This is an optimization exercise on Yosys and OpenROAD, whose aim is small area, a short achievable clock period and few clock cycles, not a production implementation. The RTL was checked by simulation tests, not by an equivalence proof against the original design.

==> run a <==
// int8_gemm_kernel
module int8_gemm_kernel (
    input  wire        clk,
    input  wire        rst_n,
    input  wire        reg_valid,
    input  wire        reg_write,
    input  wire [3:0]  reg_addr,
    input  wire [31:0] reg_wdata,
    output reg  [31:0] reg_rdata,
    input  wire        rx_toggle,
    input  wire [7:0]  rx_data,
    output wire        irq
);
    localparam integer CAP      = 32;
    localparam integer ABUF_LEN = 16;
    localparam integer ACC_LEN  = 16;
    localparam integer AW       = 20;      
    localparam [31:0] ID_WORD  = 32'h49384731;
    localparam [31:0] CFG_WORD = 32'h03080020;
    localparam [31:0] LDIM1    = 32'h00100020;
    localparam [31:0] LDIM2    = 32'h00100010;
    localparam [31:0] LDIM3    = 32'h000A0010;
    localparam [3:0] A_ID = 4'd0, A_CFG = 4'd1, A_CTRL = 4'd2, A_STATUS = 4'd3,
                     A_CURSOR = 4'd4, A_CMD = 4'd5, A_RESULT = 4'd6,
                     A_MADDR = 4'd7, A_MDATA = 4'd8, A_LDIM1 = 4'd9,
                     A_LDIM2 = 4'd10, A_LDIM3 = 4'd11;
    localparam [3:0] E_ILLEGAL = 4'd1, E_SB_NOT_READY = 4'd2, E_LEN = 4'd3,
                     E_CMD_BUSY = 4'd4;
    reg [2:0]  ctrl;
    reg        ready, busy, done, err;
    reg [3:0]  errcode;
    reg [4:0]  cursor;
    reg [3:0]  result_idx;
    reg [15:0] maddr_index;
    reg [1:0]  maddr_space;
  ...
make LEC_CHECK=0 CAP_MARGIN=30 CORE_MARGIN=2 CORE_UTILIZATION=35 PLACE_DENSITY=0.55 SETUP_SLACK_MARGIN=5 SLEW_MARGIN=30 SYNTH_MEMORY_MAX_BITS=131072 TNS_END_PERCENT=20 finish   # period 12.0 ns
run.sh (not shown) runs the stock make flow with config.mk's settings and CLKGATE_MAP_FILE= SYNTH_SCRIPT=/design/flow/synth_recipe.tcl, a recipe that flattens the netlist after the stock synthesis.
==> run b (differences from run a) <==
--- a/flow/design.v
+++ b/flow/design.v
@@ -2760,13 +2760,17 @@
     reg [2:0]  xbit;
     reg        first;      
     reg [2:0]  fb;         
     reg        fmore;      
     reg        j_l3, j_src, j_sp;    
+    reg        j_req;      
     reg        sp_run;     
     reg        sp_done;    
     reg        sp_l3;      
+    reg        sp_pend;    
+    reg        sp_nl3;     
+    reg        abuf_eq;    
     reg        c_usesp;    
     reg        spwait;     
     reg        a1_l1;      
     reg        rc_on;
     reg [1:0]  rc_st;
@@ -2839,11 +2843,11 @@
             c_usesp <= w_usesp;
         end
     end
     wire w_gemm  = (w_op == 4'h1);
     wire w_usesp = w_gemm && w_src && !(|reg_wdata[31:7]) && (w_layer == {1'b1, sp_l3})
-                   && (sp_run || sp_done);
+                   && (sp_run || sp_done) && abuf_eq;
     wire d_take  = cmd_accept && w_gemm && !w_usesp;    
     wire e_ill  = c_ill;
     wire e_sb   = !c_ill && c_gemm && !c_src && !ready;
     wire e_len  = !c_ill && c_gemm && c_src && (c_layer == 2'd1);
     wire c_bad  = e_ill || e_sb || e_len;
@@ -2974,12 +2978,15 @@
     wire sp_last = sp_live && (xbit == 3'd0);
     wire d_run   = j_sp ? sp_run : g_run;
     wire spcmd   = (ok_g23 && c_usesp) || spwait;
     wire sp_copy = spcmd && sp_done;
     wire sp_fin  = spcmd && sp_last;
-    wire sp_start = ok_req && (c_layer != 2'd3) && ready && !iv && !rc_on;
-    wire sp_stop  = d_take || (ok && (c_req || c_rel));
+    wire acc_wr;
+    wire sp_go_now  = l1_copy;
+    wire sp_go_pend = sp_pend && ready && !iv && !rc_on && !cmd_accept && !(ok && c_rel);
+    wire sp_start   = sp_go_now || sp_go_pend;
+    wire sp_stop  = d_take || acc_wr || (ok && c_rel);
     localparam integer LW = 13;
     function [2*LW-1:0] csa13(input [LW-1:0] a, input [LW-1:0] b, input [LW-1:0] c);
         csa13 = {((a & b) | (a & c) | (b & c)) << 1, a ^ b ^ c};
     endfunction
     function [LW-1:0] cpa13(input [LW-1:0] a, input [LW-1:0] b, input cin);
@@ -3077,11 +3084,10 @@
             for (q = 15; q >= 0; q = q - 1)
                 if (v[q]) first_set = q;
         end
     endfunction
     wire [3:0] amax = l3 ? first_set({6'd0, e10[9:0]}) : first_set(e16);
-    wire acc_wr;
     always @(posedge clk or negedge rst_n) begin
         if (!rst_n) begin
             amph <= 2'd0;
             am16 <= 16'hffff;
             am10 <= 10'h3ff;
@@ -3093,14 +3099,20 @@
             amph <= amph + 2'd1;
             am16 <= (amph == 2'd0) ? g0_16 : g1_16;
             am10 <= (amph == 2'd0) ? g0_10[9:0] : g1_10[9:0];
         end
     end
-    reg [15:0] rq6;
+    reg [6:0]  rqv, rqa;
+    reg [15:0] rp6, rpf, rp6a;
     always @(*)
-        for (j = 0; j < 16; j = j + 1)
-            rq6[j] = req_f(acc[j]) >> 6;
+        for (j = 0; j < 16; j = j + 1) begin
+            rqv     = req_f(acc[j]);
+            rp6[j]  = rqv[6];
+            rpf[j]  = rqv[fb];
+            rqa     = req_f(acc1[j]);
+            rp6a[j] = rqa[6];
+        end
     wire d_fetch = d_run && fmore;
     always @(posedge clk or negedge rst_n) begin
         if (!rst_n) begin
             dec   <= 1'b0;
             run23 <= 1'b0;
@@ -3110,10 +3122,13 @@
             fmore <= 1'b0;
             j_sp  <= 1'b0;
             sp_run  <= 1'b0;
             sp_done <= 1'b0;
             sp_l3   <= 1'b0;
+            sp_pend <= 1'b0;
+            sp_nl3  <= 1'b0;
+            abuf_eq <= 1'b0;
             spwait  <= 1'b0;
             a1_l1   <= 1'b0;
             rc_on   <= 1'b0;
             rc_st   <= RC_LOAD;
             rc_pos  <= 5'd0;
@@ -3124,14 +3139,22 @@
             else if (g_last)
                 run23 <= 1'b0;
             runl1 <= l1_need && !l1_copy;
             runarg <= (ok && c_arg || runarg) && !am_ok;
             spwait <= spcmd && !sp_copy && !sp_fin;
+            sp_pend <= ((g_last || sp_fin || sp_copy) && !l3) ||
+                       (sp_pend && ready && !sp_go_pend && !acc_wr && !(ok && c_rel) && !d_take);
+            if (acc_wr)
+                sp_nl3 <= !l1_copy;
+            if (acc_wr)
+                abuf_eq <= 1'b0;
+            else if (ok_req && c_layer != 2'd3)
+                abuf_eq <= 1'b1;
             if (sp_start) begin
                 sp_run  <= 1'b1;
                 sp_done <= 1'b0;
-                sp_l3   <= (c_layer == 2'd2);
+                sp_l3   <= sp_go_now ? 1'b0 : sp_nl3;
             end else if (sp_stop) begin
                 sp_run  <= 1'b0;
                 sp_done <= 1'b0;
             end else if (sp_last) begin
                 sp_run  <= 1'b0;
@@ -3181,19 +3204,21 @@
             xbit <= w_src ? 3'd6 : 3'd7;
             first <= 1'b1;
             fb   <= w_src ? 3'd5 : 3'd6;
             j_l3 <= (w_layer == 2'd3);
             j_src <= w_src;
+            j_req <= 1'b0;
         end else if (sp_start) begin
-            xb   <= rq6;
+            xb   <= sp_go_now ? rp6a : rp6;
             xbit <= 3'd6;
             first <= 1'b1;
             fb   <= 3'd5;
-            j_l3 <= (c_layer == 2'd2);
+            j_l3 <= sp_go_now ? 1'b0 : sp_nl3;
             j_src <= 1'b1;
+            j_req <= 1'b1;
         end else if (d_fetch) begin
-            xb   <= plane(j_src, fb);
+            xb   <= j_req ? rpf : plane(j_src, fb);
             xbit <= fb;
             first <= 1'b0;
             fb   <= fb - 3'd1;
         end
     end
--- a/flow/config.mk
+++ b/flow/config.mk
@@ -3,10 +3,11 @@
 export DESIGN_NICKNAME = int8_gemm_kernel
 export VERILOG_FILES = /design/flow/design.v
 export SDC_FILE = /design/flow/constraint.sdc
 export NUM_CORES = 4
 export LEC_CHECK = 0
+export ABC_AREA = 1
 export CAP_MARGIN = 30
 export CORE_MARGIN = 2
 export CORE_UTILIZATION = 35
 export PLACE_DENSITY = 0.55
 export SETUP_SLACK_MARGIN = 5
==> run c (differences from run a) <==
--- a/flow/design.v
+++ b/flow/design.v
@@ -2760,13 +2760,17 @@
     reg [2:0]  xbit;
     reg        first;      
     reg [2:0]  fb;         
     reg        fmore;      
     reg        j_l3, j_src, j_sp;    
+    reg        j_req;      
     reg        sp_run;     
     reg        sp_done;    
     reg        sp_l3;      
+    reg        sp_pend;    
+    reg        sp_nl3;     
+    reg        abuf_eq;    
     reg        c_usesp;    
     reg        spwait;     
     reg        a1_l1;      
     reg        rc_on;
     reg [1:0]  rc_st;
@@ -2839,11 +2843,11 @@
             c_usesp <= w_usesp;
         end
     end
     wire w_gemm  = (w_op == 4'h1);
     wire w_usesp = w_gemm && w_src && !(|reg_wdata[31:7]) && (w_layer == {1'b1, sp_l3})
-                   && (sp_run || sp_done);
+                   && (sp_run || sp_done) && abuf_eq;
     wire d_take  = cmd_accept && w_gemm && !w_usesp;    
     wire e_ill  = c_ill;
     wire e_sb   = !c_ill && c_gemm && !c_src && !ready;
     wire e_len  = !c_ill && c_gemm && c_src && (c_layer == 2'd1);
     wire c_bad  = e_ill || e_sb || e_len;
@@ -2974,12 +2978,15 @@
     wire sp_last = sp_live && (xbit == 3'd0);
     wire d_run   = j_sp ? sp_run : g_run;
     wire spcmd   = (ok_g23 && c_usesp) || spwait;
     wire sp_copy = spcmd && sp_done;
     wire sp_fin  = spcmd && sp_last;
-    wire sp_start = ok_req && (c_layer != 2'd3) && ready && !iv && !rc_on;
-    wire sp_stop  = d_take || (ok && (c_req || c_rel));
+    wire acc_wr;
+    wire sp_go_now  = l1_copy;
+    wire sp_go_pend = sp_pend && ready && !iv && !rc_on && !cmd_accept;
+    wire sp_start   = sp_go_now || sp_go_pend;
+    wire sp_stop  = d_take || acc_wr || (ok && c_rel);
     localparam integer LW = 13;
     function [2*LW-1:0] csa13(input [LW-1:0] a, input [LW-1:0] b, input [LW-1:0] c);
         csa13 = {((a & b) | (a & c) | (b & c)) << 1, a ^ b ^ c};
     endfunction
     function [LW-1:0] cpa13(input [LW-1:0] a, input [LW-1:0] b, input cin);
@@ -3077,11 +3084,10 @@
             for (q = 15; q >= 0; q = q - 1)
                 if (v[q]) first_set = q;
         end
     endfunction
     wire [3:0] amax = l3 ? first_set({6'd0, e10[9:0]}) : first_set(e16);
-    wire acc_wr;
     always @(posedge clk or negedge rst_n) begin
         if (!rst_n) begin
             amph <= 2'd0;
             am16 <= 16'hffff;
             am10 <= 10'h3ff;
@@ -3093,14 +3099,20 @@
             amph <= amph + 2'd1;
             am16 <= (amph == 2'd0) ? g0_16 : g1_16;
             am10 <= (amph == 2'd0) ? g0_10[9:0] : g1_10[9:0];
         end
     end
-    reg [15:0] rq6;
+    reg [6:0]  rqv, rqa;
+    reg [15:0] rp6, rpf, rp6a;
     always @(*)
-        for (j = 0; j < 16; j = j + 1)
-            rq6[j] = req_f(acc[j]) >> 6;
+        for (j = 0; j < 16; j = j + 1) begin
+            rqv     = req_f(acc[j]);
+            rp6[j]  = rqv[6];
+            rpf[j]  = rqv[fb];
+            rqa     = req_f(acc1[j]);
+            rp6a[j] = rqa[6];
+        end
     wire d_fetch = d_run && fmore;
     always @(posedge clk or negedge rst_n) begin
         if (!rst_n) begin
             dec   <= 1'b0;
             run23 <= 1'b0;
@@ -3110,10 +3122,13 @@
             fmore <= 1'b0;
             j_sp  <= 1'b0;
             sp_run  <= 1'b0;
             sp_done <= 1'b0;
             sp_l3   <= 1'b0;
+            sp_pend <= 1'b0;
+            sp_nl3  <= 1'b0;
+            abuf_eq <= 1'b0;
             spwait  <= 1'b0;
             a1_l1   <= 1'b0;
             rc_on   <= 1'b0;
             rc_st   <= RC_LOAD;
             rc_pos  <= 5'd0;
@@ -3124,14 +3139,22 @@
             else if (g_last)
                 run23 <= 1'b0;
             runl1 <= l1_need && !l1_copy;
             runarg <= (ok && c_arg || runarg) && !am_ok;
             spwait <= spcmd && !sp_copy && !sp_fin;
+            sp_pend <= ((g_last || sp_fin || sp_copy) && !l3) ||
+                       (sp_pend && !sp_go_pend && !acc_wr && !(ok && c_rel) && !d_take);
+            if (acc_wr)
+                sp_nl3 <= !l1_copy;
+            if (acc_wr)
+                abuf_eq <= 1'b0;
+            else if (ok_req && c_layer != 2'd3)
+                abuf_eq <= 1'b1;
             if (sp_start) begin
                 sp_run  <= 1'b1;
                 sp_done <= 1'b0;
-                sp_l3   <= (c_layer == 2'd2);
+                sp_l3   <= sp_go_now ? 1'b0 : sp_nl3;
             end else if (sp_stop) begin
                 sp_run  <= 1'b0;
                 sp_done <= 1'b0;
             end else if (sp_last) begin
                 sp_run  <= 1'b0;
@@ -3181,19 +3204,21 @@
             xbit <= w_src ? 3'd6 : 3'd7;
             first <= 1'b1;
             fb   <= w_src ? 3'd5 : 3'd6;
             j_l3 <= (w_layer == 2'd3);
             j_src <= w_src;
+            j_req <= 1'b0;
         end else if (sp_start) begin
-            xb   <= rq6;
+            xb   <= sp_go_now ? rp6a : rp6;
             xbit <= 3'd6;
             first <= 1'b1;
             fb   <= 3'd5;
-            j_l3 <= (c_layer == 2'd2);
+            j_l3 <= sp_go_now ? 1'b0 : sp_nl3;
             j_src <= 1'b1;
+            j_req <= 1'b1;
         end else if (d_fetch) begin
-            xb   <= plane(j_src, fb);
+            xb   <= j_req ? rpf : plane(j_src, fb);
             xbit <= fb;
             first <= 1'b0;
             fb   <= fb - 3'd1;
         end
     end
--- a/flow/config.mk
+++ b/flow/config.mk
@@ -3,10 +3,11 @@
 export DESIGN_NICKNAME = int8_gemm_kernel
 export VERILOG_FILES = /design/flow/design.v
 export SDC_FILE = /design/flow/constraint.sdc
 export NUM_CORES = 4
 export LEC_CHECK = 0
+export ABC_AREA = 1
 export CAP_MARGIN = 30
 export CORE_MARGIN = 2
 export CORE_UTILIZATION = 35
 export PLACE_DENSITY = 0.55
 export SETUP_SLACK_MARGIN = 5
==> results.py <==
metrics = {
    "yosys": {
        "synth_nets": 14700,
    },
    "floorplanning": {
        "core_area_sq_mm": 0.337,
    },
    "finish": {
        "design.seq.count": 1210,
        "num_antenna_cells": 67,
    },
    "detailed_routing": {
        "firstDrtPassIters": 10,
    },
    "timing": {
        "slew_headroom_pct": 19.2,
    },
    "status": {
        "status": "timing/DRC/antenna clean",
    },
    "critical_path": {
        "worst-path-stages": 31,
    },
}
the above is filed under run a

==> results.py <==
metrics = {
    "status": {
        "status": "timing/DRC/antenna clean",
    },
    "critical_path": {
        "worst-path-stages": 17,
    },
    "finish": {
        "design.seq.count": 1214,
        "num_antenna_cells": 101,
    },
    "timing": {
        "slew_headroom_pct": 16.5,
    },
    "floorplanning": {
        "core_area_sq_mm": 0.342,
    },
    "detailed_routing": {
        "firstDrtPassIters": 9,
    },
}
the above is filed under run c

==> results.py <==
metrics = {
    "detailed_routing": {
        "firstDrtPassIters": 9,
    },
    "finish": {
        "num_antenna_cells": 77,
        "design.seq.count": 1214,
    },
    "yosys": {
        "synth_nets": 17500,
    },
    "timing": {
        "slew_headroom_pct": 13.8,
    },
    "floorplanning": {
        "core_area_sq_mm": 0.343,
    },
    "status": {
        "status": "timing/DRC/antenna clean",
    },
    "critical_path": {
        "worst-path-stages": 16,
    },
}
the above is filed under run b

Testbench counts of run a, summed over its fixed seeds: cycles 3,840.
Testbench counts of run b, summed over its fixed seeds: cycles 3,200.
Testbench counts of run c, summed over its fixed seeds: cycles 3,200.

==> separate check: timing with driven ports <==
The flow's constraints put no driver on any port. The routed layouts listed below were extracted and timed again, unchanged, in two steps. Step 1, drivers: a clkbuf_16 drives clk and a buf_2 each remaining input, both assumed. Step 2, shift: input delay + t, output delay - t, t = (earliest + latest rising clock arrival at the registers) / 2. This alone moves slack from input paths to output paths. Three values: no drivers, after step 1, after step 2; two values: the first two.
run | shift t [ns] | slack for setup (ns) | latest minus earliest clock arrival (ns) | cell pins on the clock port's net
run a | 0.962 | 4.555 / 4.555 / 4.555 | 0.091 / 0.092 | 1
run b | 0.991 | 4.623 / 4.623 / 4.623 | 0.135 / 0.135 | 1
run c | 0.978 | 4.579 / 4.474 / 4.180 | 0.147 / 0.147 | 1
After both steps setup and hold are still met in every run listed. The setup slack of run c, which loses most, moves by -0.105 ns with the drivers and by -0.399 ns with both steps.
